From an optimization exercise on the open Yosys and OpenROAD flow, aimed at small area, a short achievable clock period and few clock cycles; shortcuts taken in it are not production practice.
RTL that was checked went through simulation tests only; none was proved equivalent to the original.
For runs 1 to 3, only the layout was checked, not whether the RTL still works.
Power figures rest on the tool's default switching activity, not on a simulated workload.

==> flow/config.mk <==
export PLATFORM = sky130hd
export DESIGN_NAME = t43dr_codec
export DESIGN_NICKNAME = t43dr_codec
export VERILOG_FILES = /design/flow/design.v
export SDC_FILE = /design/flow/constraint.sdc
export NUM_CORES = 4
export LEC_CHECK = 0
export CAP_MARGIN = 20
export CORE_MARGIN = 2
export CORE_UTILIZATION = 40
export SETUP_SLACK_MARGIN = 2.0
export SLEW_MARGIN = 20
==> flow/constraint.sdc <==
create_clock -name core_clock -period 4.0 [get_ports {clk}]
set_input_delay 0.8000 -clock core_clock [delete_from_list [all_inputs] [get_ports {clk}]]
set_output_delay 0.8000 -clock core_clock [all_outputs]
set_load 0.01 [all_outputs]
==> flow/design.v <==
module t43dr_encoder (
    input  wire        clk,
    input  wire        rst,
    input  wire        start_valid,
    output wire        start_ready,
    input  wire [7:0]  cmd,
    input  wire [15:0] len,
    input  wire        data_valid,
    output wire        data_ready,
    input  wire [7:0]  data,
    output wire        wire_valid,
    input  wire        wire_ready,
    output wire [7:0]  wire_data,
    output reg         size_err
);
    localparam [7:0] START = 8'h02;
    localparam [7:0] END   = 8'h03;
    localparam [7:0] ESC   = 8'h1B;
    localparam [2:0] S_IDLE = 3'd0,
                     S_REJ  = 3'd1,
                     S_CMD  = 3'd2,
                     S_LENH = 3'd3,
                     S_LENL = 3'd4,
                     S_DATA = 3'd5,
                     S_CHK  = 3'd6,
                     S_END  = 3'd7;
    reg [2:0] state;
    reg [9:0] cnt;        
    reg [7:0] sum;
    reg       wv;         
    reg       ef;         
    reg [7:0] wd;
    function is_marker(input [7:0] b);
        is_marker = (b == START) || (b == END) || (b == ESC);
    endfunction
    assign wire_valid = wv;
    assign wire_data  = ef ? ESC : wd;
    wire can_load = wire_ready && !ef;
    reg hdr_rdy;
    reg dat_rdy;
    assign start_ready = wire_ready && hdr_rdy;
    assign data_ready  = wire_ready && dat_rdy;
    wire too_long = (|len[15:10]) || (len[9] && (|len[8:0]));
    reg  hdr_seen;
    reg  hdr_long;
    reg       load;
    reg       stuff;
    reg [7:0] val;
    always @(*) begin
        load  = 1'b0;
        stuff = 1'b1;
        val   = 8'h00;
        case (state)
            S_IDLE: begin load = hdr_seen && !hdr_long && can_load; stuff = 1'b0; val = START; end
            S_REJ:  ;
            S_CMD:  begin load = can_load; val = cmd; end
            S_LENH: begin load = can_load; val = {6'd0, cnt[9:8]}; end
            S_LENL: begin load = can_load; val = cnt[7:0]; end
            S_DATA: begin load = data_valid && can_load; val = data; end
            S_CHK:  begin load = can_load; val = sum; end
            S_END:  begin load = can_load; stuff = 1'b0; val = END; end
            default: ;
        endcase
    end
    always @(posedge clk) begin
        if (load) begin
            wd <= val;
        end
        case (state)
            S_CMD:  if (load) sum <= cmd;
            S_LENH, S_LENL, S_DATA: if (load) sum <= sum ^ val;
            default: ;
        endcase
        if (load) begin
            if (state == S_CMD)
                cnt <= len[9:0];
            else if (state == S_DATA)
                cnt <= cnt - 10'd1;
        end
    end
    reg [2:0] n_state;
    always @(*) begin
        n_state = state;
        case (state)
            S_IDLE: if (hdr_seen) begin
                        if (hdr_long) n_state = S_REJ;
                        else if (can_load) n_state = S_CMD;
                    end
            S_REJ:  if (wire_ready) n_state = S_IDLE;
            S_CMD:  if (load) n_state = S_LENH;
            S_LENH: if (load) n_state = S_LENL;
            S_LENL: if (load) n_state = (cnt == 10'd0) ? S_CHK : S_DATA;
            S_DATA: if (load && cnt == 10'd1) n_state = S_CHK;
            S_CHK:  if (load) n_state = S_END;
            default: if (load) n_state = S_IDLE;
        endcase
    end
    wire n_ef = load ? (stuff && is_marker(val)) : (ef && !wire_ready);
    always @(posedge clk) begin
        hdr_long <= too_long;
        if (rst) begin
            hdr_rdy  <= 1'b0;
            dat_rdy  <= 1'b0;
            hdr_seen <= 1'b0;
        end else begin
            hdr_seen <= start_valid && !start_ready;
            hdr_rdy <= (n_state == S_CMD) || (n_state == S_REJ);
            dat_rdy <= (n_state == S_DATA) && !n_ef;
        end
    end
    always @(posedge clk) begin
        if (rst) begin
            state    <= S_IDLE;
            wv       <= 1'b0;
            ef       <= 1'b0;
            size_err <= 1'b0;
        end else begin
            size_err <= (state == S_REJ) && wire_ready;
            ef <= n_ef;
            if (load)
                wv <= 1'b1;
            else if (wire_ready && !ef)
                wv <= 1'b0;
            state <= n_state;
        end
    end
endmodule
module t43dr_decoder (
    input  wire        clk,
    input  wire        rst,
    input  wire        clear,
    input  wire        in_valid,
    output wire        in_ready,
    input  wire [7:0]  in_data,
    output reg         out_valid,
    input  wire        out_ready,
    output reg         out_last,
    output wire [7:0]  out_data,
    output wire [2:0]  out_status,
    output wire [7:0]  out_cmd,
    output wire [15:0] out_len
);
    localparam [7:0] START = 8'h02;
    localparam [7:0] END   = 8'h03;
    localparam [7:0] ESC   = 8'h1B;
    localparam [2:0] ST_OK       = 3'd0,
                     ST_CHECKSUM = 3'd2,
                     ST_SIZE     = 3'd3,
                     ST_FRAME    = 3'd4;
    localparam [2:0] WAIT_START = 3'd0,
                     READ_CMD   = 3'd1,
                     READ_LENH  = 3'd2,
                     READ_LENL  = 3'd3,
                     READ_DATA  = 3'd4,
                     READ_CHK   = 3'd5,
                     WAIT_END   = 3'd6;
    reg [2:0]  state;
    reg        esc;
    reg [7:0]  cmd_r;
    reg [9:0]  P;
    reg [9:0]  Q;
    reg [7:0]  sum;
    reg [7:0]  ev_r;
    assign out_cmd    = cmd_r;
    assign out_len    = {Q[5:0], P};
    assign out_data   = ev_r;
    assign out_status = ev_r[2:0];
    assign in_ready = out_ready;
    wire in_fire = in_valid && out_ready;
    wire [2:0] cur_state = clear ? WAIT_START : state;
    wire       cur_esc   = clear ? 1'b0 : esc;
    wire is_esc   = (in_data == ESC);
    wire is_start = (in_data == START);
    wire is_end   = (in_data == END);
    wire literal  = cur_esc || !(is_esc || is_start || is_end);
    wire        len_big  = (|Q[5:0]) || (P[9] && (P[8] || (|in_data)));
    wire        len_zero = (P[9:8] == 2'd0) && (in_data == 8'd0);
    wire        cnt_last = (Q == 10'd1);
    reg [2:0] n_state;
    reg       ev;
    reg       ev_last;
    reg [2:0] ev_status;
    always @(*) begin
        n_state   = cur_state;
        ev        = 1'b0;
        ev_last   = 1'b1;
        ev_status = ST_FRAME;
        if (literal) begin
            case (cur_state)
                READ_CMD:  n_state = READ_LENH;
                READ_LENH: n_state = READ_LENL;
                READ_LENL: begin
                    if (len_big) begin
                        n_state   = WAIT_START;
                        ev        = 1'b1;
                        ev_status = ST_SIZE;
                    end else if (len_zero) begin
                        n_state = READ_CHK;
                    end else begin
                        n_state = READ_DATA;
                    end
                end
                READ_DATA: begin
                    ev      = 1'b1;
                    ev_last = 1'b0;
                    if (cnt_last)
                        n_state = READ_CHK;
                end
                READ_CHK:  n_state = WAIT_END;
                WAIT_END: begin
                    n_state = WAIT_START;
                    ev      = 1'b1;
                end
                default: ;
            endcase
        end else if (is_start) begin
            n_state = READ_CMD;
        end else if (is_end) begin
            n_state = WAIT_START;
            if (cur_state == WAIT_END) begin
                ev        = 1'b1;
                ev_status = (sum == 8'h00) ? ST_OK : ST_CHECKSUM;
            end else if (cur_state != WAIT_START) begin
                ev = 1'b1;
            end
        end
    end
    always @(posedge clk) begin
        if (state == READ_CMD)
            cmd_r <= in_data;
        if (state == READ_LENH) begin
            P[9:8] <= in_data[1:0];
            Q      <= {4'd0, in_data[7:2]};
        end
        if (state == READ_LENL)
            P[7:0] <= in_data;
        if (in_fire && literal) begin
            sum <= (cur_state == READ_CMD) ? in_data : sum ^ in_data;
            if (cur_state == READ_LENL && !len_big)
                Q <= {P[9:8], in_data};
            if (cur_state == READ_DATA)
                Q <= Q - 10'd1;
        end
        if (out_ready) begin
            out_last <= ev_last;
            ev_r     <= {in_data[7:3], ev_last ? ev_status : in_data[2:0]};
        end
    end
    always @(posedge clk) begin
        if (rst) begin
            state     <= WAIT_START;
            esc       <= 1'b0;
            out_valid <= 1'b0;
        end else begin
            if (out_ready)
                out_valid <= in_valid && ev;
            if (in_fire) begin
                state <= n_state;
                esc   <= !cur_esc && is_esc;
            end else if (clear) begin
                state <= WAIT_START;
                esc   <= 1'b0;
            end
        end
    end
endmodule
module t43dr_codec (
    input  wire        clk,
    input  wire        rst,
    input  wire        tx_start_valid,
    output wire        tx_start_ready,
    input  wire [7:0]  tx_cmd,
    input  wire [15:0] tx_len,
    input  wire        tx_data_valid,
    output wire        tx_data_ready,
    input  wire [7:0]  tx_data,
    output wire        txw_valid,
    input  wire        txw_ready,
    output wire [7:0]  txw_data,
    output wire        tx_size_err,
    input  wire        rx_clear,
    input  wire        rx_valid,
    output wire        rx_ready,
    input  wire [7:0]  rx_data,
    output wire        rxo_valid,
    input  wire        rxo_ready,
    output wire        rxo_last,
    output wire [7:0]  rxo_data,
    output wire [2:0]  rxo_status,
    output wire [7:0]  rxo_cmd,
    output wire [15:0] rxo_len
);
    t43dr_encoder u_enc (
        .clk         (clk),
        .rst         (rst),
        .start_valid (tx_start_valid),
        .start_ready (tx_start_ready),
        .cmd         (tx_cmd),
        .len         (tx_len),
        .data_valid  (tx_data_valid),
        .data_ready  (tx_data_ready),
        .data        (tx_data),
        .wire_valid  (txw_valid),
        .wire_ready  (txw_ready),
        .wire_data   (txw_data),
        .size_err    (tx_size_err)
    );
    t43dr_decoder u_dec (
        .clk        (clk),
        .rst        (rst),
        .clear      (rx_clear),
        .in_valid   (rx_valid),
        .in_ready   (rx_ready),
        .in_data    (rx_data),
        .out_valid  (rxo_valid),
        .out_ready  (rxo_ready),
        .out_last   (rxo_last),
        .out_data   (rxo_data),
        .out_status (rxo_status),
        .out_cmd    (rxo_cmd),
        .out_len    (rxo_len)
    );
endmodule
==> flow/flow/run.sh <==
#!/bin/bash
# Standard ORFS layout, with the port buffers made of a small, fast buffer
# instead of the default delay buffer.
set -euo pipefail
PORTBUF=${PORTBUF:-sky130_fd_sc_hd__buf_2}
bash standard.sh "BUFFER_PORTS_ARGS=-buffer_cell $PORTBUF" finish > standard.log 2>&1
==> flow/standard.sh <==
#!/bin/bash
# synth_recipe.tcl (not shown) runs the flow's synth.tcl, then flattens the netlist and writes it again
# the make line also repeats each setting of config.mk as NAME=value (left out here)
make -C /OpenROAD-flow-scripts/flow DESIGN_CONFIG=/design/flow/config.mk WORK_HOME=/design/flow/orfs CLKGATE_MAP_FILE= SYNTH_SCRIPT=/design/flow/synth_recipe.tcl "${@:-finish}"
==> flow_metrics.tcl, run 1 <==
set metrics [dict create \
    ant_nets 0 \
    ctsHoldBuffers 0 \
    drt_iter0_markers 269 \
    dieHeight_um 113 \
    path_buf_inv 1 \
    clock-sinks 86 \
    pwr-share-comb_pct 13.7 \
    crit_path_cell_trace "buf_12, or4_4, o31a_1, or4b_4, nor2b_4, a221oi_2" \
    die_w_um 113 \
    powerDensity_nw_per_um2 342 \
    drive_gt1_share_pct 35.8 \
    antenna_found_initial 0 \
    gp_congestion 0.866 \
    vias 3975 \
    use_met2_pct 30.9 \
    p_clk_share_pct 37.8 \
    cts_tree "done" \
    cp_top_family "simple AND/OR/NAND/NOR gates" \
    rr_endpoint "u_dec.Q[1]$_DFF_P_" \
    worstReg2RegStart "u_dec.state[1]$_SDFF_PP0_" \
    grt_start_max_net_pins 28 \
    synth.distinct_cells 74 \
    antenna_cells 0 \
    p_seq_share_pct 48.6 \
    grt_pass1_vias 3972 \
    min_to "u_dec.Q[8]$_DFF_P_" \
    clk_path_buf_depth 2 \
    slowest_stage "or4b_4" \
    p_sw_share_pct 26.5 \
    first_pass_iters 4 \
    status "finished clean" \
    cts_root_buf "clkbuf_16" \
    clkLatencyLatePin_ns 0.35 \
    synth_edf_count 61 \
    min_path_cells 1 \
    netlist_instances 454 \
    dp_hpwl_um 8710 \
    start_kind "input pin" \
    final_hold_viol_count 0 \
    numCtsBuffers 9 \
    cap_viol_max_count 0 \
    hp-class "flip-flop to flip-flop" \
    wl_um 12700 \
    finalNetCount 621 \
    fp-row-count 39 \
    synth-seq-cells 86 \
    yosysSeqAreaShare_pct 49.2 \
    layout_common_cells "buf_2 (90), edfxtp_1 (61), nand2_1 (44)" \
    core_um2 11500 \
    io_buffers 97 \
    worstMarginPinSlew_ns 0.581 \
    syn_area_per_cell_um2 10.4 \
    drt-vias-per-instance 5.56 \
    crit_type "input pin to flip-flop" \
    synthFlopType "edfxtp_1" \
    grt_use_met3_pct 3.43 \
    path_max_fanout 5 \
    switching_power_uw 555 \
    r2r_setup_slack_ns 1.72 \
    r2r_cells 5 \
    gr-usage-met1_pct 28.4 \
    grt_busiest_layer "met2" \
    syn-cell-area_um2 4740 \
    dieArea_um2 12700 \
    intPower_uw 1540 \
    post-route-min-period_ns 2.39 \
    cts.reportedPaths.clkPinSlew_ns 0.07 \
    hp-start "u_dec.Q[8]$_DFF_P_" \
    wl_per_cell_um 17.8 \
    grt_setup_unrepaired "yes" \
    grt_pass1_wl_um 20300 \
    ir_worst_vdd_v 0.000180 \
    yosys_warnings 2 \
    cp-end-kind "flip-flop" \
    final_common_cell "buf_2" \
    fmaxAchievable_mhz 419 \
    overflow 0 \
    fin_crit_sh_pct 59.7 \
    synth_nets 508 \
    maxSlewViolCount 0 \
    power_leakage_uw 0.00231 \
    total_power_uw 2090 \
    slowest_delay_ns 0.59 \
    worstPathArrival_ns 2.65 \
    async_flop_share_pct 0 \
    fin_setup_tns_ns 0 \
    cts_max_level 3 \
    area_delta_synth_final_pct 29.2 \
    maxSlewHeadroom_pct 61.0 \
    finClkSkew_ns 0.00881 \
    io_pins 98 \
    finalSetupViolCount 0 \
    drc 0 \
    initial_core_util_pct 41.3 \
    required_ns 4.27 \
    grtUsageTotal_pct 20.1 \
]
-- metrics by stage --
| stage | hold slack, ns | instance area [um2] | setup WS, ns | instances | utilization (%) |
|---|---|---|---|---|---|
| final | 0.517 | 6120 | 1.61 | 715 | 53.4 |
| after global routing | 0.532 | 6120 | 1.57 | 715 | 53.4 |
| after CTS | 0.519 | 5930 | 1.57 | 701 | 51.7 |
| after detailed placement | 0.505 | 5310 | 1.17 | 667 | 46.3 |
| after global placement | 0.499 | 5310 | 1.21 | 667 | 46.3 |
| after floorplan | 0.467 | 4820 | 1.41 | 454 | - |
-- registers in the layout, indices dropped and copies added (netlist names), 3 cells and up --
| register | count |
|---|---|
| u_dec.P | 10 |
| u_dec.Q | 10 |
| u_enc.cnt | 10 |
| u_dec.cmd_r | 8 |
| u_dec.ev_r | 8 |
| u_dec.sum | 8 |
| u_enc.sum | 8 |
| u_enc.wd | 8 |
| u_dec.state | 3 |
| u_enc.state | 3 |
-- cells in the mapped netlist (all sizes together), types with 4 or more instances --
master | number | area (um2)
a21o | 4 | 30.0
a21oi | 17 | 85.1
a221oi | 4 | 47.6
and2 | 5 | 31.3
and3 | 5 | 31.3
buf | 17 | 118
clkbuf | 14 | 73.8
dfxtp | 25 | 500
edfxtp | 61 | 1830
ha | 6 | 75.1
inv | 13 | 48.8
mux2i | 19 | 190
nand2 | 45 | 169
nand2b | 8 | 50.1
nand3 | 9 | 45.0
nand4 | 4 | 25.0
nand4b | 4 | 35.0
nor2 | 24 | 90.1
nor2b | 13 | 88.8
nor3 | 10 | 50.1
nor3b | 5 | 37.5
nor4 | 10 | 62.6
o211ai | 7 | 52.6
o21ai | 28 | 140
o22ai | 4 | 25.0
o31ai | 4 | 30.0
or2 | 6 | 37.5
or3 | 5 | 32.5
xnor2 | 24 | 210
-- timing repair --
action,4_1_cts,5_1_grt
buffers inserted,16,14
pin swaps,13,18
resized for setup,41,18
setup endpoints to repair,71,45
cloned,2,0
-- power groups by stage --
| stage | Combinational, uW | Clock (uW) | Sequential (uW) |
|---|---|---|---|
| after global placement | 243 | 0 | 1030 |
| after detailed placement | 246 | 0 | 1030 |
| after global routing | 312 | 833 | 1020 |
| after floorplan | 169 | 0 | 1030 |
| after CTS | 272 | 797 | 1010 |
| final | 286 | 789 | 1020 |
-- how the worst max path moves through the flow --
stage | startpoint | end | slack, ns | cells after the start
after floorplan | rx_data[0] | u_dec.Q[1]$_DFF_P_ | 1.41 | 7
after CTS | rx_data[5] | u_dec.Q[1]$_DFF_P_ | 1.57 | 6
after global placement | rx_data[6] | u_dec.Q[1]$_DFF_P_ | 1.21 | 6
after detailed placement | rx_data[6] | u_dec.Q[1]$_DFF_P_ | 1.17 | 6
final | rx_data[5] | u_dec.Q[1]$_DFF_P_ | 1.61 | 6
after global routing | rx_data[5] | u_dec.Q[0]$_DFF_P_ | 1.57 | 7
-- cells by family (layout without fill, tap and decap cells) --
logic type / Yosys count / in the layout / synth area share (%)
mux: 22 / 22 / 4.73
buf+inv: 44 / 161 / 5.07
fa+ha+maj: 6 / 6 / 1.58
simple gates: 167 / 168 / 19.6
compound gates: 102 / 102 / 14.8
flops: 86 / 86 / 49.2
xor+xnor: 27 / 27 / 4.99
-- worst register-to-register path, delay by kind of cell, from the launching register on --
family,cells,cell delay (ns)
flops,1,0.59
simple gates,4,1.42
compound gates,1,0.19
-- per-layer routing --
metal,up-vias,wire length [um]
met2,84,5970
met3,15,477
met5,-,0
li1,1926,-
met1,1950,6110
met4,0,193
-- area by class of cell --
cell class                 count  area (um2)
inverter                      13        51.3
multi-input combinational    325        2390
sequential                    86        2350
clock buffer                  10         229
fill                         997        5350
tap                          143         179
clock inverter                 6        46.3
timing repair buffer         132         876
==> run 2, diff against run 1 <==
--- a/flow/design.v
+++ b/flow/design.v
@@ -140,126 +140,107 @@
     output wire [7:0]  out_cmd,
     output wire [15:0] out_len
 );
-    localparam [7:0] START = 8'h02;
-    localparam [7:0] END   = 8'h03;
-    localparam [7:0] ESC   = 8'h1B;
-    localparam [2:0] ST_OK       = 3'd0,
-                     ST_CHECKSUM = 3'd2,
-                     ST_SIZE     = 3'd3,
-                     ST_FRAME    = 3'd4;
-    localparam [2:0] WAIT_START = 3'd0,
-                     READ_CMD   = 3'd1,
-                     READ_LENH  = 3'd2,
-                     READ_LENL  = 3'd3,
-                     READ_DATA  = 3'd4,
-                     READ_CHK   = 3'd5,
-                     WAIT_END   = 3'd6;
-    reg [2:0]  state;
-    reg        esc;
-    reg [7:0]  cmd_r;
-    reg [9:0]  P;
-    reg [9:0]  Q;
-    reg [7:0]  sum;
-    reg [7:0]  ev_r;
+    reg st_cmd;     
+    reg st_lh;      
+    reg st_ll;      
+    reg st_dat;     
+    reg st_chk;     
+    reg st_we;      
+    reg esc;
+    reg [7:0] cmd_r;
+    reg [9:0] P;
+    reg [9:0] Q;
+    reg       h_big;    
+    reg [7:0] sum;
+    reg [7:0] ev_r;
     assign out_cmd    = cmd_r;
     assign out_len    = {Q[5:0], P};
     assign out_data   = ev_r;
     assign out_status = ev_r[2:0];
     assign in_ready = out_ready;
-    wire in_fire = in_valid && out_ready;
-    wire [2:0] cur_state = clear ? WAIT_START : state;
-    wire       cur_esc   = clear ? 1'b0 : esc;
-    wire is_esc   = (in_data == ESC);
-    wire is_start = (in_data == START);
-    wire is_end   = (in_data == END);
-    wire literal  = cur_esc || !(is_esc || is_start || is_end);
-    wire        len_big  = (|Q[5:0]) || (P[9] && (P[8] || (|in_data)));
-    wire        len_zero = (P[9:8] == 2'd0) && (in_data == 8'd0);
-    wire        cnt_last = (Q == 10'd1);
-    reg [2:0] n_state;
-    reg       ev;
-    reg       ev_last;
-    reg [2:0] ev_status;
-    always @(*) begin
-        n_state   = cur_state;
-        ev        = 1'b0;
-        ev_last   = 1'b1;
-        ev_status = ST_FRAME;
-        if (literal) begin
-            case (cur_state)
-                READ_CMD:  n_state = READ_LENH;
-                READ_LENH: n_state = READ_LENL;
-                READ_LENL: begin
-                    if (len_big) begin
-                        n_state   = WAIT_START;
-                        ev        = 1'b1;
-                        ev_status = ST_SIZE;
-                    end else if (len_zero) begin
-                        n_state = READ_CHK;
-                    end else begin
-                        n_state = READ_DATA;
-                    end
-                end
-                READ_DATA: begin
-                    ev      = 1'b1;
-                    ev_last = 1'b0;
-                    if (cnt_last)
-                        n_state = READ_CHK;
-                end
-                READ_CHK:  n_state = WAIT_END;
-                WAIT_END: begin
-                    n_state = WAIT_START;
-                    ev      = 1'b1;
-                end
-                default: ;
-            endcase
-        end else if (is_start) begin
-            n_state = READ_CMD;
-        end else if (is_end) begin
-            n_state = WAIT_START;
-            if (cur_state == WAIT_END) begin
-                ev        = 1'b1;
-                ev_status = (sum == 8'h00) ? ST_OK : ST_CHECKSUM;
-            end else if (cur_state != WAIT_START) begin
-                ev = 1'b1;
-            end
-        end
-    end
+    wire fire = in_valid && out_ready;
+    wire c_cmd = st_cmd && !clear;
+    wire c_lh  = st_lh  && !clear;
+    wire c_ll  = st_ll  && !clear;
+    wire c_dat = st_dat && !clear;
+    wire c_chk = st_chk && !clear;
+    wire c_we  = st_we  && !clear;
+    wire c_esc = esc    && !clear;
+    wire c_in  = c_cmd || c_lh || c_ll || c_dat || c_chk || c_we;    
+    wire is_se   = (in_data[7:1] == 7'b0000001);    
+    wire is_esc  = (in_data == 8'h1B);
+    wire literal = c_esc || !(is_se || is_esc);
+    wire e_esc   = !c_esc && is_esc;                 
+    wire e_start = !c_esc && is_se && !in_data[0];
+    wire e_end   = !c_esc && is_se &&  in_data[0];
+    wire len_big  = h_big || (P[9] && (|in_data));
+    wire len_zero = !h_big && (P[9:8] == 2'd0) && (in_data == 8'd0);
+    wire cnt_last = (Q == 10'd1);
+    wire n_cmd = e_start || (c_cmd && e_esc);
+    wire n_lh  = (c_cmd && literal) || (c_lh && e_esc);
+    wire n_ll  = (c_lh  && literal) || (c_ll && e_esc);
+    wire n_dat = (c_ll  && literal && !len_big && !len_zero)
+              || (c_dat && literal && !cnt_last) || (c_dat && e_esc);
+    wire n_chk = (c_ll  && literal && len_zero)
+              || (c_dat && literal && cnt_last) || (c_chk && e_esc);
+    wire n_we  = (c_chk && literal) || (c_we && e_esc);
+    wire ev_size = c_ll && literal && len_big;
+    wire ev_dat  = c_dat && literal;
+    wire ev_end  = e_end && c_we;
+    wire ev      = ev_size || ev_dat || (c_we && literal) || (e_end && c_in);
+    wire [2:0] ev_status = ev_size ? 3'd3 :
+                           ev_end  ? {1'b0, (sum != 8'h00), 1'b0} : 3'd4;
     always @(posedge clk) begin
-        if (state == READ_CMD)
+        if (st_cmd)
             cmd_r <= in_data;
-        if (state == READ_LENH) begin
+        if (st_lh) begin
             P[9:8] <= in_data[1:0];
             Q      <= {4'd0, in_data[7:2]};
+            h_big  <= (|in_data[7:2]) || (&in_data[1:0]);
         end
-        if (state == READ_LENL)
+        if (st_ll) begin
             P[7:0] <= in_data;
-        if (in_fire && literal) begin
-            sum <= (cur_state == READ_CMD) ? in_data : sum ^ in_data;
-            if (cur_state == READ_LENL && !len_big)
+            if (!len_big)
                 Q <= {P[9:8], in_data};
-            if (cur_state == READ_DATA)
-                Q <= Q - 10'd1;
         end
+        if (st_dat && fire && literal && !clear)
+            Q <= Q - 10'd1;
+        if (fire && literal)
+            sum <= c_cmd ? in_data : (sum ^ in_data);
         if (out_ready) begin
-            out_last <= ev_last;
-            ev_r     <= {in_data[7:3], ev_last ? ev_status : in_data[2:0]};
+            out_last <= !ev_dat;
+            ev_r     <= {in_data[7:3], ev_dat ? in_data[2:0] : ev_status};
         end
     end
     always @(posedge clk) begin
         if (rst) begin
-            state     <= WAIT_START;
+            st_cmd    <= 1'b0;
+            st_lh     <= 1'b0;
+            st_ll     <= 1'b0;
+            st_dat    <= 1'b0;
+            st_chk    <= 1'b0;
+            st_we     <= 1'b0;
             esc       <= 1'b0;
             out_valid <= 1'b0;
         end else begin
             if (out_ready)
                 out_valid <= in_valid && ev;
-            if (in_fire) begin
-                state <= n_state;
-                esc   <= !cur_esc && is_esc;
+            if (fire) begin
+                st_cmd <= n_cmd;
+                st_lh  <= n_lh;
+                st_ll  <= n_ll;
+                st_dat <= n_dat;
+                st_chk <= n_chk;
+                st_we  <= n_we;
+                esc    <= e_esc;
             end else if (clear) begin
-                state <= WAIT_START;
-                esc   <= 1'b0;
+                st_cmd <= 1'b0;
+                st_lh  <= 1'b0;
+                st_ll  <= 1'b0;
+                st_dat <= 1'b0;
+                st_chk <= 1'b0;
+                st_we  <= 1'b0;
+                esc    <= 1'b0;
             end
         end
     end
==> run 2 against run 1 <==
Synthesized area increased by 0.85%. Combinational power shrank about 60%. Maximum frequency rose by 21%. Clock power increased by 8.6%. Design area fell by 3.8%. Critical path depth shrank 3. Routed wire length shrank 9.8%. Synthesized cell count up 2.6%. Sequential share of layout area increased by 3.1 points. Critical path type is now input pin to output port. Critical endpoint is now tx_start_ready. Largest cell class is now sequential cells. Highest routed layer unchanged.
==> flow_metrics.tcl, run 2 <==
set metrics [dict create \
    ys_top_cells_by_count "edfxtp_1 (62), nand2_1 (50), nor2_1 (33), dfxtp_1 (28), o21ai_0 (27)" \
    rr_endpoint "u_dec.Q[6]$_DFF_P_" \
    synth.distinct_cells 67 \
    synth_top_area_share_pct 39.0 \
    syn_area_per_cell_um2 10.3 \
    total_power_uw 1980 \
    die_w_um 113 \
    powerDensity_nw_per_um2 337 \
    synth_xor_area_share_pct 5.32 \
    grt_setup_unrepaired "yes" \
    maxSlewViolCount 0 \
    ant_nets 0 \
    fmaxAchievable_mhz 505 \
    drt-vias-per-instance 5.36 \
    first_pass_iters 5 \
    crit_end "tx_start_ready" \
    synth_nets 519 \
    antenna_found_initial 0 \
    dieHeight_um 113 \
    path_max_fanout 8 \
    synth-seq-cells 90 \
    worstMarginPinSlew_ns 0.623 \
    io_buffers 97 \
    power_leakage_uw 0.00219 \
    maxSlewHeadroom_pct 58.4 \
    cts.reportedPaths.clkPinSlew_ns 0.07 \
    vias 3813 \
    cap_viol_max_count 0 \
    netlist_instances 466 \
    cts_root_buf "clkbuf_16" \
    ctsHoldBuffers 0 \
    fin_setup_tns_ns 0 \
    synth.area.top_cells "edfxtp_1 (39%), dfxtp_1 (12%), nand2_1 (3.9%)" \
    numCtsBuffers 9 \
    drc 0 \
    synth_top_family_by_area "simple AND/OR/NAND/NOR gates" \
    synth_edf_count 62 \
    async_flop_share_pct 0 \
    grt_pass1_wl_um 18400 \
    wl_um 11500 \
    top_regs "u_dec.P: 10 flops, u_dec.Q: 10 flops, u_enc.cnt: 10 flops" \
    finalSetupViolCount 0 \
    synth_compound_area_share_pct 13.1 \
    yosys_warnings 2 \
    dieArea_um2 12800 \
    yosysMostFrequentCell "edfxtp_1" \
    final_hold_viol_count 0 \
    fp-row-count 39 \
    crit_type "input pin to output port" \
    required_ns 3.20 \
    ir_worst_vdd_v 0.000153 \
    clkLatencyLatePin_ns 0.35 \
    wl_per_cell_um 16.2 \
    r2r_cells 7 \
    dp_hpwl_um 8090 \
    cts_tree "done" \
    synth_fa_ha_area_share_pct 1.31 \
    drt_iter0_markers 371 \
    worstReg2RegStart "u_dec.Q[1]$_DFF_P_" \
    timing.critical_path.from "txw_ready" \
    timing.hold.ws_ns 0.489 \
    hp-class "flip-flop to flip-flop" \
    io_pins 98 \
    overflow 0 \
    fin_crit_sh_pct 49.5 \
    hp-start "u_dec.Q[8]$_DFF_P_" \
    layout_common_cells "buf_2 (90), edfxtp_1 (62), nand2_1 (49)" \
    clk_path_buf_depth 2 \
    initial_core_util_pct 41.5 \
    grt_start_max_net_pins 28 \
    finalNetCount 617 \
    synthMuxAreaShare_pct 4.06 \
    area_delta_synth_final_pct 23.2 \
    yosysSeqAreaShare_pct 50.7 \
    status "finished clean" \
    synthSimpleGateAreaFrac_pct 19.6 \
    finClkSkew_ns 0.00991 \
    r2r_setup_slack_ns 2.09 \
    antenna_cells 0 \
    clock-sinks 90 \
    final_common_cell "buf_2" \
    yosysTopAreaCell "edfxtp_1" \
    core_um2 11500 \
    grt_pass1_vias 3590 \
    syn-cell-area_um2 4780 \
    synthFlopType "edfxtp_1" \
    post-route-min-period_ns 1.98 \
    start_kind "input pin" \
    drive_gt1_share_pct 32.7 \
    worstPathArrival_ns 1.18 \
    gp_congestion 0.895 \
    cp-end-kind "output port" \
    grtUsageTotal_pct 18.0 \
    cts_max_level 3 \
]
-- run 2: worst min path at each step --
stage,to,slack (ns),depth (start not counted)
after global routing,u_enc.wv$_SDFFE_PP0P_,0.50,2
final,u_dec.Q[8]$_DFF_P_,0.49,2
after CTS,u_dec.Q[8]$_DFF_P_,0.48,2
after floorplan,u_dec.Q[8]$_DFF_P_,0.45,2
after detailed placement,u_dec.Q[8]$_DFF_P_,0.47,2
after global placement,u_enc.wv$_SDFFE_PP0P_,0.47,2
-- run 2: layout make-up --
| class | instances | area, um2 |
|---|---|---|
| Clock buffer | 9 | 225 |
| Multi-Input combinational cell | 328 | 2220 |
| Timing Repair Buffer | 119 | 687 |
| Inverter | 16 | 60.1 |
| Sequential cell | 90 | 2440 |
| Fill cell | 1051 | 5630 |
| Clock inverter | 7 | 78.8 |
| Tap cell | 143 | 179 |
-- run 2: power by group --
group | switching (uW) | internal, uW | total [uW]
sequential | 10.3 | 1000 | 1010
clock | 410 | 447 | 857
combinational | 63.4 | 51.3 | 115
-- run 2: through the flow --
step	util [%]	setup WS [ns]	std cells	area, um2
4_1_cts	49.2	2.00	696	5670
5_1_grt	51.1	1.97	712	5890
2_1_floorplan	-	1.81	466	4800
6_report	51.1	2.02	712	5890
3_5_place_dp	45.6	1.40	674	5250
3_3_place_gp	45.6	1.48	674	5250
-- run 2: worst max-delay path: stages --
cell and delay (ns):
buf_6 0.11, and2_4 0.15, buf_6 0.12
-- run 2: logic make-up (layout without fill, tap and decap cells) --
| logic type | count (synthesis) | in the layout |
|---|---|---|
| buf+inv | 49 | 151 |
| simple gates | 177 | 178 |
| compound gates | 97 | 97 |
| flops | 90 | 90 |
| fa+ha+maj | 5 | 5 |
| xor+xnor | 29 | 29 |
| mux | 19 | 19 |
-- run 2: what timing repair did --
item / CTS / global route
pin swaps: 4 / 6
buffers inserted: 5 / 16
setup endpoints to repair: 83 / 52
gates resized for setup: 19 / 28
gates cloned: 1 / 0
-- run 2: per-layer routing --
| metal | GRT usage [%] | share of wire [%] | up-vias |
|---|---|---|---|
| met1 | 27.2 | 49 | 1797 |
| met5 | 0 | 0 | - |
| met2 | 26.4 | 45 | 110 |
| li1 | - | - | 1898 |
| met4 | 6.59 | 1.0 | 0 |
| met3 | 2.36 | 4.6 | 8 |
==> run 3, diff against run 2 <==
--- a/flow/config.mk
+++ b/flow/config.mk
@@ -8,5 +8,4 @@
 export CAP_MARGIN = 20
 export CORE_MARGIN = 2
 export CORE_UTILIZATION = 40
-export SETUP_SLACK_MARGIN = 2.0
 export SLEW_MARGIN = 20
==> run 3 against run 2 <==
Still clean on timing, DRC and antenna. Maximum frequency decreased by 28%. Sequential power about the same. Synthesized area stayed put. Non-clock buffer count is 21 lower. First-iteration DRC count decreased by 28%. Sequential cell count unchanged. Global-route usage shrank 0.50 points. Power fell by 2.1%. Utilization shrank 3.2 points. Worst hold slack worse by 0.0067 ns. Largest cell class unchanged.
==> flow_metrics.tcl, run 3 <==
set metrics [dict create \
    status "finished clean" \
    cap_viol_max_count 0 \
    clk_path_buf_depth 2 \
    antenna_cells 0 \
    rr_endpoint "u_enc.cnt[4]$_DFFE_PP_" \
    top_regs "u_dec.P: 10 flops, u_dec.Q: 10 flops, u_enc.cnt: 10 flops" \
    cts_resized 0 \
    final_common_cell "buf_2" \
    io_pins 98 \
    synth-seq-cells 90 \
    min_path_cells 2 \
    crit_type "flip-flop to flip-flop" \
    grtUsageTotal_pct 17.5 \
    cts_tree "done" \
    synth_nets 519 \
    dp_hpwl_um 8040 \
    r2r_setup_slack_ns 1.25 \
    fp-row-count 39 \
    crit_path_cell_trace "nand2b_1, nor2_1, nor2_1, nor2_1" \
    final_hold_viol_count 0 \
    synth.area.top_cells "edfxtp_1 (39%), dfxtp_1 (12%), nand2_1 (3.9%)" \
    r2r_cells 4 \
    cp_top_family "simple AND/OR/NAND/NOR gates" \
    worstPathArrival_ns 2.72 \
    cp-end-kind "flip-flop" \
    grt_start_max_net_pins 28 \
    cts_root_buf "clkbuf_16" \
    wl_per_cell_um 16.0 \
    min_to "u_dec.Q[8]$_DFF_P_" \
    first_pass_iters 5 \
    maxSlewHeadroom_pct 27.0 \
    initial_core_util_pct 41.5 \
    grt_setup_unrepaired "no" \
    synth_compound_area_share_pct 13.1 \
    finalNetCount 595 \
    synth_top_family_by_area "simple AND/OR/NAND/NOR gates" \
    dieHeight_um 113 \
    antenna_found_initial 0 \
    netlist_instances 466 \
    worstReg2RegStart "u_enc.state[2]$_SDFF_PP0_" \
    clkLatencyLatePin_ns 0.34 \
    synth_fa_ha_area_share_pct 1.31 \
    drt-vias-per-instance 5.39 \
    drive_gt1_share_pct 25.0 \
    core_um2 11500 \
    timing.hold.ws_ns 0.483 \
    grt_pass1_wl_um 17700 \
    slowest_delay_ns 0.95 \
    syn_area_per_cell_um2 10.3 \
    start_kind "flip-flop" \
    power_leakage_uw 0.00205 \
    finalSetupViolCount 0 \
    fill_cells 1105 \
    synth.distinct_cells 67 \
    drt_iter0_markers 268 \
    io_buffers 97 \
    clock-sinks 90 \
    synthFlopType "edfxtp_1" \
    post_cts_buffers 0 \
    ys_top_cells_by_count "edfxtp_1 (62), nand2_1 (50), nor2_1 (33), dfxtp_1 (28), o21ai_0 (27)" \
    ir_worst_vdd_v 0.000165 \
    path_buf_inv 0 \
    synth_top_area_share_pct 39.0 \
    synth_edf_count 62 \
    hp-start "u_dec.Q[8]$_DFF_P_" \
    yosys_warnings 2 \
    layout_common_cells "buf_2 (97), edfxtp_1 (62), nand2_1 (50)" \
    synth_xor_area_share_pct 5.32 \
    grt_pass1_vias 3433 \
    path_max_fanout 27 \
    fin_setup_tns_ns 0 \
    wl_um 11000 \
    ant_nets 0 \
    hp-class "flip-flop to flip-flop" \
    async_flop_share_pct 0 \
    yosysSeqAreaShare_pct 50.7 \
    dieArea_um2 12800 \
    syn-cell-area_um2 4780 \
    slowest_stage "dfxtp_1" \
    overflow 0 \
    synthMuxAreaShare_pct 4.06 \
    die_w_um 113 \
    fmaxAchievable_mhz 363 \
    finClkSkew_ns 0.00589 \
    vias 3717 \
    maxSlewViolCount 0 \
    numCtsBuffers 9 \
    area_delta_synth_final_pct 15.6 \
    drc 0 \
    post-route-min-period_ns 2.75 \
    synthSimpleGateAreaFrac_pct 19.6 \
    gp_congestion 0.826 \
    powerDensity_nw_per_um2 352 \
    cp_common_cell "nor2_1" \
    cts.reportedPaths.clkPinSlew_ns 0.07 \
    fin_crit_sh_pct 68.8 \
    yosysMostFrequentCell "edfxtp_1" \
    ctsHoldBuffers 0 \
    yosysTopAreaCell "edfxtp_1" \
    required_ns 3.97 \
    cts_max_level 3 \
    worstMarginPinSlew_ns 1.09 \
]
==> run 3: worst max-delay path by stage <==
stage	startpoint	endpoint	slack (ns)	cells after the start
finish	u_enc.state[2]$_SDFF_PP0_	u_enc.cnt[4]$_DFFE_PP_	1.25	4
global route	u_enc.state[2]$_SDFF_PP0_	u_enc.cnt[6]$_DFFE_PP_	1.05	3
CTS	u_enc.state[2]$_SDFF_PP0_	u_enc.cnt[6]$_DFFE_PP_	1.25	4
detailed placement	u_enc.state[2]$_SDFF_PP0_	u_enc.cnt[2]$_DFFE_PP_	1.27	4
global placement	u_enc.state[2]$_SDFF_PP0_	u_enc.cnt[3]$_DFFE_PP_	1.38	4
floorplan	rx_data[0]	u_dec.Q[6]$_DFF_P_	1.75	9
==> run 3: logic make-up after synthesis <==
group                    Yosys count
flip-flops                        90
adder cells (fa/ha/maj)            5
AND/OR/NAND/NOR                  177
XOR/XNOR                          29
multiplexers                      19
AO/OA/AOI/OAI                     97
buffers and inverters             49
==> run 3: tightest hold or removal path: stages (launching register included) <==
cell     delay [ns]
dfxtp_1        0.33
inv_1          0.05
o21ai_1        0.05
==> run 3: per-stage QoR <==
| stage | setup slack [ns] | total power [uW] | instance area, um2 | cells | util, % |
|---|---|---|---|---|---|
| after floorplan | 1.75 | 1090 | 4780 | 466 | - |
| after global placement | 1.38 | 1140 | 5230 | 674 | 45.4 |
| after detailed placement | 1.27 | 1140 | 5230 | 674 | 45.4 |
| after CTS | 1.25 | 1960 | 5520 | 690 | 47.9 |
| after global routing | 1.05 | 2010 | 5520 | 690 | 47.9 |
| final | 1.25 | 1940 | 5520 | 690 | 47.9 |
==> run 3: cell type report <==
class                           instances  area [um2]  area share, %
Sequential cell                        90        2420           43.9
Multi-Input combinational cell        327        2070           37.5
Timing Repair Buffer                   98         493           8.93
Clock buffer                            9         225           4.08
Tap cell                              143         179           3.24
Clock inverter                          7        68.8           1.25
Inverter                               16        60.1           1.09
==> run 3: per-layer routing <==
layer | wire (um) | track usage, % | vias up
li1 | - | - | 1850
met1 | 5630 | 26.5 | 1739
met2 | 4670 | 25.0 | 114
met3 | 536 | 2.73 | 14
met4 | 176 | 7.07 | 0
met5 | 0 | 0 | -
==> run 3: report_power, final <==
part | total [uW] | internal [uW] | leakage, uW | switching (uW)
combinational | 106 | 44.6 | 0.00111 | 61.1
clock | 822 | 437 | 0.000138 | 385
sequential | 1010 | 1000 | 0.000794 | 9.16
total | 1940 | 1490 | 0.00205 | 455
==> run 4, diff against run 3 <==
--- a/flow/design.v
+++ b/flow/design.v
@@ -16,15 +16,7 @@
     localparam [7:0] START = 8'h02;
     localparam [7:0] END   = 8'h03;
     localparam [7:0] ESC   = 8'h1B;
-    localparam [2:0] S_IDLE = 3'd0,
-                     S_REJ  = 3'd1,
-                     S_CMD  = 3'd2,
-                     S_LENH = 3'd3,
-                     S_LENL = 3'd4,
-                     S_DATA = 3'd5,
-                     S_CHK  = 3'd6,
-                     S_END  = 3'd7;
-    reg [2:0] state;
+    reg s_idle, s_rej, s_cmd, s_lenh, s_lenl, s_data, s_chk, s_end;
     reg [9:0] cnt;        
     reg [7:0] sum;
     reg       wv;         
@@ -43,85 +35,80 @@
     wire too_long = (|len[15:10]) || (len[9] && (|len[8:0]));
     reg  hdr_seen;
     reg  hdr_long;
-    reg       load;
-    reg       stuff;
-    reg [7:0] val;
-    always @(*) begin
-        load  = 1'b0;
-        stuff = 1'b1;
-        val   = 8'h00;
-        case (state)
-            S_IDLE: begin load = hdr_seen && !hdr_long && can_load; stuff = 1'b0; val = START; end
-            S_REJ:  ;
-            S_CMD:  begin load = can_load; val = cmd; end
-            S_LENH: begin load = can_load; val = {6'd0, cnt[9:8]}; end
-            S_LENL: begin load = can_load; val = cnt[7:0]; end
-            S_DATA: begin load = data_valid && can_load; val = data; end
-            S_CHK:  begin load = can_load; val = sum; end
-            S_END:  begin load = can_load; stuff = 1'b0; val = END; end
-            default: ;
-        endcase
-    end
-    always @(posedge clk) begin
-        if (load) begin
+    wire go    = s_idle && hdr_seen && !hdr_long;    
+    wire d_in  = s_data && data_valid;
+    wire load  = can_load && (go || s_cmd || s_lenh || s_lenl || d_in || s_chk || s_end);
+    wire [7:0] val = ({8{s_idle}} & START)
+                   | ({8{s_cmd}}  & cmd)
+                   | ({8{s_lenh}} & {6'd0, cnt[9:8]})
+                   | ({8{s_lenl}} & cnt[7:0])
+                   | ({8{s_data}} & data)
+                   | ({8{s_chk}}  & sum)
+                   | ({8{s_end}}  & END);
+    wire mk = (s_cmd  && is_marker(cmd))
+           || (s_lenh && (cnt[9:8] == 2'd2))
+           || (s_lenl && is_marker(cnt[7:0]))
+           || (s_data && is_marker(data))
+           || (s_chk  && is_marker(sum));
+    wire cnt_zero = (cnt == 10'd0);
+    wire cnt_one  = (cnt == 10'd1);
+    wire n_idle = (s_idle && !go && !(hdr_seen && hdr_long)) || (s_idle && go && !can_load)
+               || (s_rej && wire_ready) || (s_end && can_load);
+    wire n_rej  = (s_idle && hdr_seen && hdr_long) || (s_rej && !wire_ready);
+    wire n_cmd  = (go && can_load) || (s_cmd && !can_load);
+    wire n_lenh = (s_cmd && can_load) || (s_lenh && !can_load);
+    wire n_lenl = (s_lenh && can_load) || (s_lenl && !can_load);
+    wire n_data = (s_lenl && can_load && !cnt_zero) || (s_data && !(d_in && can_load && cnt_one));
+    wire n_chk  = (s_lenl && can_load && cnt_zero) || (d_in && can_load && cnt_one) || (s_chk && !can_load);
+    wire n_end  = (s_chk && can_load) || (s_end && !can_load);
+    wire n_ef = load ? mk : (ef && !wire_ready);
+    always @(posedge clk) begin
+        if (can_load)
             wd <= val;
-        end
-        case (state)
-            S_CMD:  if (load) sum <= cmd;
-            S_LENH, S_LENL, S_DATA: if (load) sum <= sum ^ val;
-            default: ;
-        endcase
-        if (load) begin
-            if (state == S_CMD)
-                cnt <= len[9:0];
-            else if (state == S_DATA)
-                cnt <= cnt - 10'd1;
-        end
-    end
-    reg [2:0] n_state;
-    always @(*) begin
-        n_state = state;
-        case (state)
-            S_IDLE: if (hdr_seen) begin
-                        if (hdr_long) n_state = S_REJ;
-                        else if (can_load) n_state = S_CMD;
-                    end
-            S_REJ:  if (wire_ready) n_state = S_IDLE;
-            S_CMD:  if (load) n_state = S_LENH;
-            S_LENH: if (load) n_state = S_LENL;
-            S_LENL: if (load) n_state = (cnt == 10'd0) ? S_CHK : S_DATA;
-            S_DATA: if (load && cnt == 10'd1) n_state = S_CHK;
-            S_CHK:  if (load) n_state = S_END;
-            default: if (load) n_state = S_IDLE;
-        endcase
-    end
-    wire n_ef = load ? (stuff && is_marker(val)) : (ef && !wire_ready);
-    always @(posedge clk) begin
+        if (load && s_cmd)
+            sum <= cmd;
+        else if (load && (s_lenh || s_lenl || s_data))
+            sum <= sum ^ val;
+        if (load && s_cmd)
+            cnt <= len[9:0];
+        else if (load && s_data)
+            cnt <= cnt - 10'd1;
         hdr_long <= too_long;
+    end
+    always @(posedge clk) begin
         if (rst) begin
+            s_idle   <= 1'b1;
+            s_rej    <= 1'b0;
+            s_cmd    <= 1'b0;
+            s_lenh   <= 1'b0;
+            s_lenl   <= 1'b0;
+            s_data   <= 1'b0;
+            s_chk    <= 1'b0;
+            s_end    <= 1'b0;
+            wv       <= 1'b0;
+            ef       <= 1'b0;
+            size_err <= 1'b0;
             hdr_rdy  <= 1'b0;
             dat_rdy  <= 1'b0;
             hdr_seen <= 1'b0;
         end else begin
-            hdr_seen <= start_valid && !start_ready;
-            hdr_rdy <= (n_state == S_CMD) || (n_state == S_REJ);
-            dat_rdy <= (n_state == S_DATA) && !n_ef;
-        end
-    end
-    always @(posedge clk) begin
-        if (rst) begin
-            state    <= S_IDLE;
-            wv       <= 1'b0;
-            ef       <= 1'b0;
-            size_err <= 1'b0;
-        end else begin
-            size_err <= (state == S_REJ) && wire_ready;
-            ef <= n_ef;
+            s_idle   <= n_idle;
+            s_rej    <= n_rej;
+            s_cmd    <= n_cmd;
+            s_lenh   <= n_lenh;
+            s_lenl   <= n_lenl;
+            s_data   <= n_data;
+            s_chk    <= n_chk;
+            s_end    <= n_end;
+            size_err <= s_rej && wire_ready;
+            ef       <= n_ef;
             if (load)
                 wv <= 1'b1;
             else if (wire_ready && !ef)
                 wv <= 1'b0;
-            state <= n_state;
+            hdr_rdy  <= n_cmd || n_rej;
+            dat_rdy  <= n_data && !n_ef;
+            hdr_seen <= start_valid && !start_ready;
         end
     end
 endmodule
--- a/flow/config.mk
+++ b/flow/config.mk
@@ -8,4 +8,5 @@
 export CAP_MARGIN = 20
 export CORE_MARGIN = 2
 export CORE_UTILIZATION = 40
+export SETUP_SLACK_MARGIN = 2.2
 export SLEW_MARGIN = 20
==> run 4 against run 3 <==
Non-clock buffer count is 31 higher. Combinational power increased by 59%. Largest cell class unchanged. Clock power is 1% higher. Die area about the same. Sequential cell count up 5. Largest power group unchanged. Critical path depth fell by 1. Still clean. Synthesized area is essentially flat. Highest routed layer unchanged. Sequential share of layout area fell by 3.4 points. Utilization grew 6.2 points. Maximum frequency rose by 42%. First-iteration DRC count shrank 3.0%.
==> flow_metrics.tcl, run 4 <==
set metrics [dict create \
    status "finished clean" \
    antenna_cells 0 \
    finClkSkew_ns 0.0102 \
    die_w_um 113 \
    min_path_cells 2 \
    layout_common_cells "buf_2 (79), edfxtp_1 (62), nor2_1 (41)" \
    synth_nets 510 \
    setup_slack_ns 2.06 \
    drt_iter0_markers 260 \
    yosysMostFrequentCell "edfxtp_1" \
    io_pins 98 \
    r2r_cells 5 \
    hp-class "flip-flop to flip-flop" \
    cap_viol_max_count 0 \
    first_pass_iters 5 \
    yosysTopAreaCell "edfxtp_1" \
    cts.reportedPaths.clkPinSlew_ns 0.07 \
    final_util_pct 54.2 \
    grt_pass1_vias 3735 \
    rr_endpoint "u_dec.Q[9]$_DFF_P_" \
    initial_core_util_pct 41.4 \
    postPlaceCellArea_um2 5320 \
    vias 3906 \
    drive_gt1_share_pct 35.9 \
    clock-sinks 95 \
    crit_type "input pin to output port" \
    grt_setup_unrepaired "yes" \
    dp.cells 663 \
    path_max_fanout 3 \
    finalNonFillerCells 712 \
    fill_cells 1008 \
    final_common_cell "buf_2" \
    numCtsBuffers 9 \
    required_ns 3.20 \
    dieArea_um2 12800 \
    netlist_instances 455 \
    final_hold_viol_count 0 \
    synth_top_area_share_pct 38.9 \
    top_regs "u_dec.P: 10 flops, u_dec.Q: 10 flops, u_enc.cnt: 10 flops" \
    yosys_warnings 2 \
    worstMarginPinSlew_ns 0.745 \
    fin_area_um2 6270 \
    synthFlopType "edfxtp_1" \
    finalNetCount 619 \
    grt_start_max_net_pins 39 \
    ys_top_cells_by_count "edfxtp_1 (62), nor2_1 (45), nand2_1 (43), a21oi_1 (36), dfxtp_1 (33)" \
    fin_crit_sh_pct 48.5 \
    wl_per_cell_um 16.9 \
    dp_hpwl_um 8100 \
    synth-seq-cells 95 \
    cts_root_buf "clkbuf_16" \
    io_buffers 97 \
    overflow 0 \
    syn_area_per_cell_um2 10.5 \
    timing.critical_path.from "txw_ready" \
    fp-row-count 39 \
    dieHeight_um 113 \
    synth_edf_count 62 \
    min_to "u_enc.size_err$_SDFF_PP0_" \
    r2r_setup_slack_ns 2.30 \
    core_um2 11600 \
    cp-end-kind "output port" \
    hp-start "u_enc.s_rej$_SDFF_PP0_" \
    post-route-min-period_ns 1.94 \
    power_leakage_uw 0.00245 \
    clkLatencyLatePin_ns 0.35 \
    syn-cell-area_um2 4780 \
    ant_nets 0 \
    seq_area_um2 2530 \
    fin_setup_tns_ns 0 \
    gp_congestion 0.888 \
    grt_pass1_wl_um 18900 \
    yosysSeqAreaShare_pct 52.7 \
    clk_path_buf_depth 2 \
    fmaxAchievable_mhz 515 \
    cts_max_level 3 \
    start_kind "input pin" \
    area_delta_synth_final_pct 31.1 \
    powerDensity_nw_per_um2 332 \
    finalSetupViolCount 0 \
    drc 0 \
    worstPathArrival_ns 1.14 \
    worstReg2RegStart "u_dec.Q[4]$_DFF_P_" \
    multi_input_area_um2 2310 \
    synth.distinct_cells 60 \
    async_flop_share_pct 0 \
    ir_worst_vdd_v 0.000201 \
    maxSlewHeadroom_pct 50.3 \
    cts_tree "done" \
    antenna_found_initial 0 \
    grtUsageTotal_pct 18.7 \
    synth.area.top_cells "edfxtp_1 (39%), dfxtp_1 (14%), xnor2_1 (3.8%)" \
    dp_slack_ns 1.28 \
    maxSlewViolCount 0 \
    wl_um 12000 \
    drt-vias-per-instance 5.49 \
]
## run 4: cell types whose count changed after synthesis, moves of 5 or more
cell and delta:
o21ai_0 -21, inv_1 -6, nor2_1 +12, dfxtp_1 +5, o22ai_1 -7, nand2_1 -7, o2111ai_1 +6, nand2b_1 -6
mux2i_1 -6, a22oi_1 +14, a21oi_1 +16
## run 4: layer usage
layer | vias to the layer above | share of wire [%] | GRT usage [%]
met3 | 20 | 5.1 | 3.64
li1 | 1890 | - | -
met4 | 0 | 2.0 | 6.99
met2 | 128 | 52 | 32.7
met1 | 1868 | 41 | 23.0
met5 | - | 0 | 0
## run 4: where the power goes
group / internal [uW] / switching, uW
Sequential: 1060 / 13.6
Combinational: 80.0 / 89.4
Clock: 434 / 400
Total: 1580 / 503
## run 4: kinds of logic (layout without fill, tap and decap cells)
family	after synthesis	count (layout)	share of synthesized area (%)
muxes	14	14	3.04
AOI/OAI and AO/OA	97	97	13.9
buffers and inverters	44	156	5.28
and+or+nand+nor	171	173	18.3
adders and majority gates	7	7	1.83
DFF	95	95	52.7
xor gates and xnor gates	27	27	4.95
## run 4: cell type report
cell class	count	area share (%)
flip-flops and latches	95	40.4
multi-input cells	318	36.9
repair buffers	129	14.4
clock buffers	9	3.59
well taps	143	2.85
clock inverters	7	0.958
inverters	11	0.858
## run 4: how the worst max path moves through the flow
stage / end / slack (ns) / cells after the start
2_1_floorplan: u_dec.st_lh$_SDFFE_PP0P_ / 1.80 / 6
3_3_place_gp: u_dec.Q[1]$_DFF_P_ / 1.36 / 6
3_5_place_dp: u_dec.Q[0]$_DFF_P_ / 1.28 / 6
4_1_cts: tx_start_ready / 2.04 / 3
5_1_grt: u_dec.Q[7]$_DFF_P_ / 2.02 / 8
6_report: tx_start_ready / 2.06 / 3
## run 4: worst max-delay path, stage by stage
cell	delay, ns
buf_8	0.10
and2_4	0.13
buf_6	0.11
## run 4: what timing repair did
action                     in CTS  in global routing
gates cloned                    1                  1
pin swaps                      14                 12
buffers inserted               17                 14
setup endpoints to repair      63                 54
resized for setup              60                 35
hold buffers                    0                  0
## run 4: metrics by stage
step | hold slack, ns | power, uW
after floorplan | 0.429 | 1170
after global placement | 0.459 | 1230
after detailed placement | 0.467 | 1230
after CTS | 0.476 | 2080
after global routing | 0.501 | 2150
final | 0.466 | 2080
Testbench counts of run 4, summed over its fixed seeds: cycles 75,669.
==> run 5, diff against run 4 <==
--- a/flow/config.mk
+++ b/flow/config.mk
@@ -8,5 +8,6 @@
 export CAP_MARGIN = 20
 export CORE_MARGIN = 2
 export CORE_UTILIZATION = 40
-export SETUP_SLACK_MARGIN = 2.2
+export CTS_BUF_LIST = sky130_fd_sc_hd__clkbuf_8
+export SETUP_SLACK_MARGIN = 2.0
 export SLEW_MARGIN = 20
==> run 5 against run 4 <==
Still clean on timing, DRC and antenna. Clock power shrank about 30%. Worst hold slack worse by 0.0024 ns. Final cell count shrank 3.2%. Highest routed layer unchanged. Critical path depth down 1. Register-to-register slack worse by 0.12 ns. Clock-buffer cell count stayed put.
==> flow_metrics.tcl, run 5 <==
set metrics [dict create \
    synthFlopType "edfxtp_1" \
    final_common_cell "buf_2" \
    drt-vias-per-instance 5.52 \
    timing.critical_path.from "u_enc.ef$_SDFF_PP0_" \
    synth-seq-cells 95 \
    drive_gt1_share_pct 28.8 \
    fmaxAchievable_mhz 505 \
    power_leakage_uw 0.00222 \
    grt_start_max_net_pins 23 \
    ant_nets 0 \
    yosysSeqAreaShare_pct 52.7 \
    ys_top_cells_by_count "edfxtp_1 (62), nor2_1 (45), nand2_1 (43), a21oi_1 (36), dfxtp_1 (33)" \
    synth_xor_area_share_pct 4.95 \
    clk_path_buf_depth 2 \
    highest_layer "met4" \
    postPlaceCellArea_um2 5270 \
    total_power_uw 1790 \
    io_buffers 97 \
    synth_nets 510 \
    overflow 0 \
    vias 3801 \
    crit_path_cell_trace "or2_2, buf_6" \
    first_pass_iters 5 \
    fp-row-count 39 \
    netlist_instances 455 \
    finalNonFillerCells 689 \
    clkLatencyLatePin_ns 0.38 \
    synth_top_area_share_pct 38.9 \
    cts_root_buf "clkbuf_8" \
    worstPathArrival_ns 1.18 \
    synth_top_family_by_area "simple AND/OR/NAND/NOR gates" \
    dr_wl_met3_um 655 \
    dp.cells 664 \
    synthMuxAreaShare_pct 3.04 \
    wl_per_cell_um 16.2 \
    die_w_um 113 \
    synth.distinct_cells 60 \
    maxSlewHeadroom_pct 54.0 \
    top_regs "u_dec.P: 10 flops, u_dec.Q: 10 flops, u_enc.cnt: 10 flops" \
    cts_tree "done" \
    crit_type "flip-flop to output port" \
    syn_area_per_cell_um2 10.5 \
    dieArea_um2 12800 \
    fin_setup_tns_ns 0 \
    grt_pass1_vias 3758 \
    synth.area.top_cells "edfxtp_1 (39%), dfxtp_1 (14%), xnor2_1 (3.8%)" \
    layout_common_cells "buf_2 (88), edfxtp_1 (62), nor2_1 (45)" \
    wl_um 11200 \
    syn-cell-area_um2 4780 \
    required_ns 3.20 \
    numCtsBuffers 9 \
    fin_crit_sh_pct 49.5 \
    grt_pass1_wl_um 18100 \
    grtUsageTotal_pct 17.9 \
    antenna_found_initial 0 \
    async_flop_share_pct 0 \
    hp-start "u_enc.s_rej$_SDFF_PP0_" \
    synthSimpleGateAreaFrac_pct 18.3 \
    start_kind "flip-flop" \
    cts.reportedPaths.clkPinSlew_ns 0.09 \
    worstReg2RegStart "u_enc.ef$_SDFF_PP0_" \
    slowest_stage "dfxtp_4" \
    drt_iter0_markers 221 \
    antenna_cells 0 \
    status "finished clean" \
    dp_hpwl_um 8050 \
    yosys_warnings 2 \
    final_hold_viol_count 0 \
    clock-sinks 95 \
    wl_met1_um 4630 \
    cap_viol_max_count 0 \
    gp_congestion 0.839 \
    initial_core_util_pct 41.4 \
    worstMarginPinSlew_ns 0.689 \
    finClkSkew_ns 0.00819 \
    finalSetupViolCount 0 \
    yosysMostFrequentCell "edfxtp_1" \
    synth_fa_ha_area_share_pct 1.83 \
    core_um2 11600 \
    cp-end-kind "output port" \
    timing.hold.ws_ns 0.464 \
    io_pins 98 \
    yosysTopAreaCell "edfxtp_1" \
    maxSlewViolCount 0 \
    synth_edf_count 62 \
    grt_setup_unrepaired "yes" \
    synth_compound_area_share_pct 13.9 \
    hp-class "flip-flop to flip-flop" \
    area_delta_synth_final_pct 18.3 \
    finalNetCount 596 \
    fin_area_um2 5660 \
    path_max_fanout 6 \
    drc 0 \
    powerDensity_nw_per_um2 317 \
    post-route-min-period_ns 1.98 \
    ir_worst_vdd_v 0.000236 \
    cts_max_level 3 \
    slowest_delay_ns 0.37 \
    wl_met2_um 5640 \
    dieHeight_um 113 \
]
-- run 5: cell counts after synthesis --
No cell type changed its count.
-- run 5: power by group --
| group | total, uW | internal, uW | switching [uW] | leakage, uW |
|---|---|---|---|---|
| clock network | 580 | 228 | 352 | 0.0000928 |
| registers | 1070 | 1060 | 12.5 | 0.000843 |
| logic | 139 | 59.6 | 79.8 | 0.00128 |
-- run 5: per-stage QoR --
stage / util (%) / worst slack, ns
finish: 48.9 / 2.02
global route: 48.9 / 1.95
CTS: 48.4 / 1.97
detailed placement: 45.6 / 1.24
global placement: 45.6 / 1.29
floorplan: - / 1.80
-- run 5: final timing paths --
check	end	slack (ns)	depth (start not counted)
worst max-delay path	txw_data[1]	2.02	2
worst min-delay path	u_enc.size_err$_SDFF_PP0_	0.46	2
worst max register to register	u_enc.cnt[8]$_DFFE_PP_	2.18	7
worst min register to register	u_enc.size_err$_SDFF_PP0_	0.46	2
-- run 5: cells by family (layout without fill, tap and decap cells) --
group	after synthesis	after routing
compound gates	97	97
xor+xnor	27	27
fa+ha+maj	7	7
buf+inv	44	135
flops	95	95
mux	14	14
simple gates	171	171
-- run 5: layout make-up --
type / count / area (um2)
clock inverters: 7 / 50.0
well taps: 143 / 179
multi-input cells: 316 / 2110
repair buffers: 108 / 621
inverters: 11 / 46.3
fillers: 1062 / 5910
flip-flops and latches: 95 / 2530
clock buffers: 9 / 124
-- run 5: worst max-delay path: cells and delay by family (launching register included) --
kind          cells  cell delay, ns
flops             1            0.37
simple gates      1            0.30
buf+inv           1            0.12
-- run 5: timing repair --
action,4_1_cts,5_1_grt
pin swaps,3,7
hold buffers,0,0
gates resized for setup,22,12
buffers inserted,8,1
endpoints found under the setup margin,71,42
hold endpoints to repair,0,0
-- run 5: metal layers --
layer,vias to the layer above,track usage [%]
li1,1841,-
met1,1799,21.2
met2,141,30.6
met3,20,5.41
met4,0,7.07
met5,-,0
==> run 6, diff against run 5 <==
--- a/flow/config.mk
+++ b/flow/config.mk
@@ -8,6 +8,5 @@
 export CAP_MARGIN = 20
 export CORE_MARGIN = 2
 export CORE_UTILIZATION = 40
-export CTS_BUF_LIST = sky130_fd_sc_hd__clkbuf_8
 export SETUP_SLACK_MARGIN = 2.0
 export SLEW_MARGIN = 20
==> run 6 against run 5 <==
Still clean on timing, DRC and antenna. Sequential share of layout area decreased by 0.80 points. Synthesized cell count unchanged. Design area increased by 1.8%. Critical path type unchanged. Largest cell class unchanged. Largest power group unchanged. Highest routed layer unchanged.
==> flow_metrics.tcl, run 6 <==
set metrics [dict create \
    p_seq_share_pct 53.3 \
    syn-cell-area_um2 4780 \
    switching_power_uw 469 \
    overflow 0 \
    slowest_delay_ns 0.38 \
    io_buffers 97 \
    initial_core_util_pct 41.4 \
    drive_gt1_share_pct 28.9 \
    antenna_cells 0 \
    grt_setup_unrepaired "yes" \
    ant_nets 0 \
    io_pins 98 \
    grt_start_max_net_pins 23 \
    drt-vias-per-instance 5.57 \
    p_clk_share_pct 39.8 \
    status "finished clean" \
    cp_top_family "flip-flops" \
    ctsHoldBuffers 0 \
    final_hold_viol_count 0 \
    synth.area.top_cells "edfxtp_1 (39%), dfxtp_1 (14%), xnor2_1 (3.8%)" \
    ys_top_cells_by_count "edfxtp_1 (62), nor2_1 (45), nand2_1 (43), a21oi_1 (36), dfxtp_1 (33)" \
    cts_tree "done" \
    worstPathArrival_ns 1.17 \
    final_common_cell "buf_2" \
    required_ns 3.20 \
    yosysMostFrequentCell "edfxtp_1" \
    first_pass_iters 6 \
    dp.cells 664 \
    slowest_stage "dfxtp_4" \
    path_buf_inv 1 \
    drt_iter0_markers 236 \
    path_depth 2 \
    synth-seq-cells 95 \
    fmaxAchievable_mhz 508 \
    min_path_cells 2 \
    numCtsBuffers 9 \
    netlist_instances 455 \
    fp-row-count 39 \
    synth.distinct_cells 60 \
    power_leakage_uw 0.00226 \
    fin_crit_sh_pct 49.2 \
    worstMarginPinSlew_ns 0.737 \
    maxSlewHeadroom_pct 50.8 \
    pwr-share-comb_pct 6.9 \
    cap_viol_max_count 0 \
    synth_edf_count 62 \
    path_max_fanout 10 \
    post-route-min-period_ns 1.97 \
    finalNetCount 597 \
    synth_nets 510 \
    crit_path_cell_trace "or2_2, buf_2" \
    dieArea_um2 12800 \
    grtUsageTotal_pct 17.9 \
    layout_common_cells "buf_2 (91), edfxtp_1 (62), nor2_1 (45)" \
    final_util_pct 49.8 \
    area_delta_synth_final_pct 20.4 \
    start_kind "flip-flop" \
    clk_path_buf_depth 2 \
    clkLatencyLatePin_ns 0.35 \
    die_w_um 113 \
    finClkSkew_ns 0.00904 \
    top_regs "u_dec.P: 10 flops, u_dec.Q: 10 flops, u_enc.cnt: 10 flops" \
    finalSetupViolCount 0 \
    cts_max_level 3 \
    synthFlopType "edfxtp_1" \
    clock-sinks 95 \
    intPower_uw 1550 \
    p_sw_share_pct 23.2 \
    vias 3841 \
    wl_um 11200 \
    r2r_cells 4 \
    setup_slack_ns 2.03 \
    cts_root_buf "clkbuf_16" \
    maxSlewViolCount 0 \
    dp_hpwl_um 8050 \
    syn_area_per_cell_um2 10.5 \
    wl_per_cell_um 16.2 \
    yosysSeqAreaShare_pct 52.7 \
    antenna_found_initial 0 \
    dieHeight_um 113 \
    powerDensity_nw_per_um2 351 \
    finalNonFillerCells 690 \
    core_um2 11600 \
    synth_top_area_share_pct 38.9 \
    grt_pass1_vias 3738 \
    fin_setup_tns_ns 0 \
    dp_slack_ns 1.24 \
    hp-class "flip-flop to flip-flop" \
    drc 0 \
    yosys_warnings 2 \
    cp-end-kind "output port" \
    ir_worst_vdd_v 0.000219 \
    yosysTopAreaCell "edfxtp_1" \
    grt_pass1_wl_um 18000 \
    crit_type "flip-flop to output port" \
    async_flop_share_pct 0 \
    gp_congestion 0.839 \
    timing.hold.ws_ns 0.464 \
    cts.reportedPaths.clkPinSlew_ns 0.07 \
]
-- run 6: changes by cell type in the layout (fill, tap and decap cells not counted), moves of 2 or more --
| cell | before | now |
|---|---|---|
| clkbuf_1 | 0 | 2 |
| a22oi_2 | 0 | 3 |
| buf_2 | 88 | 91 |
| buf_6 | 8 | 3 |
| a22oi_1 | 15 | 12 |
| inv_1 | 12 | 10 |
| clkbuf_16 | 0 | 9 |
| clkbuf_8 | 9 | 0 |
| buf_4 | 12 | 14 |
-- run 6: area by class of cell --
cell class              count  area [um2]
clock buffers              11         233
inverters                  11        46.3
well taps                 143         179
fillers                  1059        5810
flip-flops and latches     95        2530
multi-input cells         316        2120
repair buffers            109         609
clock inverters             5        42.5
-- run 6: cells by family (layout without fill, tap and decap cells) --
logic type,count (synthesis),in the layout,share of synthesized area [%]
buffers and inverters,44,136,5.28
DFF,95,95,52.7
muxes,14,14,3.04
and+or+nand+nor,171,171,18.3
AOI/OAI and AO/OA,97,97,13.9
xor gates and xnor gates,27,27,4.95
adders and majority gates,7,7,1.83
-- run 6: stage by stage --
step	power, uW	instance area (um2)
6_report	2020	5760
5_1_grt	2100	5760
4_1_cts	2040	5670
3_5_place_dp	1230	5270
3_3_place_gp	1220	5270
2_1_floorplan	1170	4810
-- run 6: final timing paths --
| path | start | endpoint | slack (ns) |
|---|---|---|---|
| setup / recovery | u_enc.ef$_SDFF_PP0_ | txw_data[3] | 2.03 |
| hold / removal | u_enc.s_rej$_SDFF_PP0_ | u_enc.size_err$_SDFF_PP0_ | 0.46 |
| setup reg to reg | u_enc.ef$_SDFF_PP0_ | u_enc.sum[6]$_DFFE_PP_ | 2.19 |
| hold reg to reg | u_enc.s_rej$_SDFF_PP0_ | u_enc.size_err$_SDFF_PP0_ | 0.46 |
-- run 6: repair_timing --
action                     in CTS  in global routing
setup endpoints to repair      67                 33
buffers inserted                7                  3
pin swaps                       3                  7
gates cloned                    0                  0
resized for setup              19                 15
-- run 6: power by group through the flow --
stage,Sequential [uW],Combinational (uW),Clock [uW]
floorplan,1100,71.9,0
global placement,1100,128,0
detailed placement,1100,130,0
CTS,1080,137,829
global route,1080,153,868
finish,1070,140,804
-- run 6: worst register-to-register path, stage by stage, from the launching register on --
cell      delay, ns
dfxtp_4        0.38
nand2b_2       0.30
a31oi_1        0.36
nand2_1        0.17
o21ai_2        0.24
-- run 6: metal layers --
| layer | vias to the layer above | track usage, % | part of all wire [%] |
|---|---|---|---|
| met5 | - | 0 | 0 |
| met4 | 0 | 6.83 | 2.7 |
| met3 | 23 | 5.62 | 6.0 |
| met2 | 132 | 30.8 | 50 |
| met1 | 1843 | 20.9 | 41 |
| li1 | 1843 | - | - |

==> re-timing with driven ports <==
The flow's constraints put no driver on any port. The routed layouts listed below were extracted and timed again, unchanged, in two steps.
Step 1 assumes that a clkbuf_16 drives the clock port and a buf_2 every other input.
Step 2 times the ports against the registers' clock, not the clock port: input delays grow and output delays shrink by t, the midpoint of the rising clock arrivals with the driver on.
Slacks: no drivers / after step 1 / after step 2; pairs: no drivers / after step 1.
run	t, ns	slack for setup (ns)	worst setup path at the end
run 1	0.383	1.612 / 1.604 / 1.221	input to register
run 2	0.380	2.022 / 1.986 / 1.658	input to register
run 3	0.378	1.248 / 1.248 / 1.248	register to register
run 4	0.383	2.059 / 2.022 / 1.685	input to register
run 5	0.412	2.018 / 1.984 / 1.623	input to register
run 6	0.383	2.033 / 1.997 / 1.668	input to register
After both steps every run listed still meets setup and hold. For run 5, which loses most, drivers alone change the setup slack by -0.034 ns; drivers and shift together by -0.395 ns.
